Source: an optimization exercise on an open RTL-to-GDS flow (aim: small area, a short achievable clock period and few clock cycles per item). Production flows keep margins and buffers that such runs may drop.
Function was checked by simulation only, so behaviour that the tests miss may differ from the original.
Power is estimated from default activity; no workload was simulated.

== the previous run ==
Design lz_compress, start of the top module:
module lz_compress (
    input  wire        clk,
    input  wire        rst,
    input  wire        start,
    input  wire [12:0] src_len,
    input  wire [12:0] dst_cap,
    output wire        busy,
    output reg         done,
    output wire [7:0]  err_code,
    output wire [12:0] result_len,
    output wire [11:0] src_addr,
    input  wire [7:0]  src_rdata,
    output reg         dst_we,
    output reg  [12:0] dst_addr,
    output reg  [7:0]  dst_wdata,
    output reg  [11:0] head_addr,
    output reg         head_we,
    output reg  [12:0] head_wdata,
    input  wire [12:0] head_rdata,
    output reg  [10:0] chain_addr,
    output reg         chain_we,
    output wire [10:0] chain_wdata,
    input  wire [10:0] chain_rdata
);
==> flow/config.mk <==
export PLATFORM = sky130hd
export DESIGN_NAME = lz_compress
export DESIGN_NICKNAME = lz_compress
export VERILOG_FILES = /design/flow/design.v
export SDC_FILE = /design/flow/constraint.sdc
export NUM_CORES = 4
export LEC_CHECK = 0
export CAP_MARGIN = 20
export CORE_MARGIN = 2
export CORE_UTILIZATION = 55
export CTS_BUF_LIST = sky130_fd_sc_hd__clkbuf_8
export CTS_CLUSTER_DIAMETER = 60
export CTS_CLUSTER_SIZE = 20
export SLEW_MARGIN = 20
==> flow/constraint.sdc <==
create_clock -name core_clock -period 10.0 [get_ports {clk}]
set_input_delay 2.0000 -clock core_clock [delete_from_list [all_inputs] [get_ports {clk}]]
set_output_delay 2.0000 -clock core_clock [all_outputs]
set_load 0.01 [all_outputs]
standard.sh (not shown) runs the stock make flow with config.mk's settings and CLKGATE_MAP_FILE= SYNTH_SCRIPT=/design/flow/synth_recipe.tcl, a recipe that flattens the netlist after the stock synthesis.
==> flow/flow/run.sh <==
#!/bin/bash
# Standard layout (the standard.sh, standard synthesis), with plain
# buffers (buf_1) on the ports instead of the delay buffers buffer_ports picks
# by default, and timing repair aiming 5.75 ns below the 10 ns clock.
set -euo pipefail
export BUFFER_PORTS_ARGS="-buffer_cell sky130_fd_sc_hd__buf_1"
export SETUP_SLACK_MARGIN=5.75
bash standard.sh > standard.log 2>&1
Testbench counts of the previous run, summed over its fixed seeds: cycles 333,986, bytes 47,585.
Input changes introduced in the current run (baseline for comparison: the previous run):
Settings: changing CTS_CLUSTER_SIZE from 20 to 12; changing CORE_UTILIZATION from 55 to 50; changing CTS_CLUSTER_DIAMETER from 60 to 40.
-- flow/flow/run.sh --
<<< the previous run, line 4
# by default, and timing repair aiming 5.75 ns below the 10 ns clock.
>>> the current run, line 4
# by default, and timing repair aiming 5.5 ns below the 10 ns clock.
<<< the previous run, line 7
export SETUP_SLACK_MARGIN=5.75
>>> the current run, line 7
export SETUP_SLACK_MARGIN=5.5
## What came out
- Area: the current run vs the previous run -> the current run smaller
- Area of the die went up by a little under 10% going from the previous run to the current run.
- Compared with the previous run, in the current run clock group share of total power picked up an extra 8.0 points; met3 routing resource usage after global routing picked up an extra 0.96 points; count of endpoints failing setup in the final report neither gained nor lost much.
- Diff the current run..the previous run | length of routed wiring on met1 | negligible
- Static leakage delta for the current run relative to the previous run: about 2% lower
- Comparing the current run and the previous run, the lower met2 track demand over resource in global routing is on the current run.
- Of the two values seen for category of the most critical setup path, reg2reg was produced by the previous run and in2reg by the current run.
- Total wire length after detailed routing: the current run < the previous run

---

lz_compress again, from the RTL that the note above started with.
==> flow/config.mk <==
export PLATFORM = sky130hd
export DESIGN_NAME = lz_compress
export DESIGN_NICKNAME = lz_compress
export VERILOG_FILES = /design/flow/design.v
export SDC_FILE = /design/flow/constraint.sdc
export NUM_CORES = 4
export LEC_CHECK = 0
export CAP_MARGIN = 20
export CORE_MARGIN = 2
export CORE_UTILIZATION = 50
export CTS_BUF_LIST = sky130_fd_sc_hd__clkbuf_8
export CTS_CLUSTER_DIAMETER = 60
export CTS_CLUSTER_SIZE = 20
export SLEW_MARGIN = 20
==> flow/constraint.sdc <==
create_clock -name core_clock -period 10.0 [get_ports {clk}]
set_input_delay 2.0000 -clock core_clock [delete_from_list [all_inputs] [get_ports {clk}]]
set_output_delay 2.0000 -clock core_clock [all_outputs]
set_load 0.01 [all_outputs]
==> flow/flow/run.sh <==
#!/bin/bash
# Standard layout (the standard.sh, standard synthesis), with plain
# buffers (buf_1) on the ports instead of the delay buffers buffer_ports picks
# by default, and timing repair aiming 5.5 ns below the 10 ns clock.
set -euo pipefail
export BUFFER_PORTS_ARGS="-buffer_cell sky130_fd_sc_hd__buf_1"
export SETUP_SLACK_MARGIN=5.5
bash standard.sh > standard.log 2>&1
Testbench counts at the start, summed over its fixed seeds: cycles 333,986, bytes 47,585.
Edit:
==> flow/flow/run.sh (replaced) <==
#!/bin/bash
# Standard layout (the standard.sh, standard synthesis), with plain
# buffers (buf_1) on the ports instead of the delay buffers buffer_ports picks
# by default, and timing repair aiming 5 ns below the 10 ns clock.
set -euo pipefail
export BUFFER_PORTS_ARGS="-buffer_cell sky130_fd_sc_hd__buf_1"
export SETUP_SLACK_MARGIN=5.0
bash standard.sh > standard.log 2>&1
CTS_BUF_LIST = sky130_fd_sc_hd__clkbuf_4 sky130_fd_sc_hd__clkbuf_8   (was sky130_fd_sc_hd__clkbuf_8)
CTS_CLUSTER_DIAMETER = unset   (was 60)
CTS_CLUSTER_SIZE = unset   (was 20)
Outcome: The changed run finished with timing, DRC and antenna clean; via count decreases by 1.4%; design area fell by 2.8%; flip-flop and latch count is unchanged; die area is unchanged; wire length fell by 2.7%; clock-buffer cell count goes up by 33; total power hardly moves; setup slack gets worse by 0.30 ns.

## static timing again, ports no longer ideal
The flow's constraints put no driver on any port. The routed layouts listed below were extracted and timed again, unchanged, in two steps. Step 1 sets driving cells, clkbuf_16 on the clock port and buf_2 on the other inputs (assumed; they add their load-dependent delay and slew). Step 2 moves the port delays by t, midway between the first and last clock arrival at a register: inputs arrive t later, outputs are due t later. That takes back most of the time a late clock gives input paths. Slacks: no drivers / after step 1 / after step 2; pairs: no drivers / after step 1.
run	t, ns	setup slack, ns	worst data-port slew with drivers (ns)
the previous run	0.706	5.552 / 5.552 / 4.922	0.07
the current run	0.673	5.499 / 5.507 / 4.833	0.06
the first run of note 2	0.661	5.474 / 5.482 / 4.821	0.06
the second run of note 2	0.678	5.179 / 5.147 / 4.533	0.06
After both steps every run listed still meets setup and hold. For the current run, which loses most, drivers alone change the setup slack by +0.008 ns; drivers and shift together by -0.666 ns.
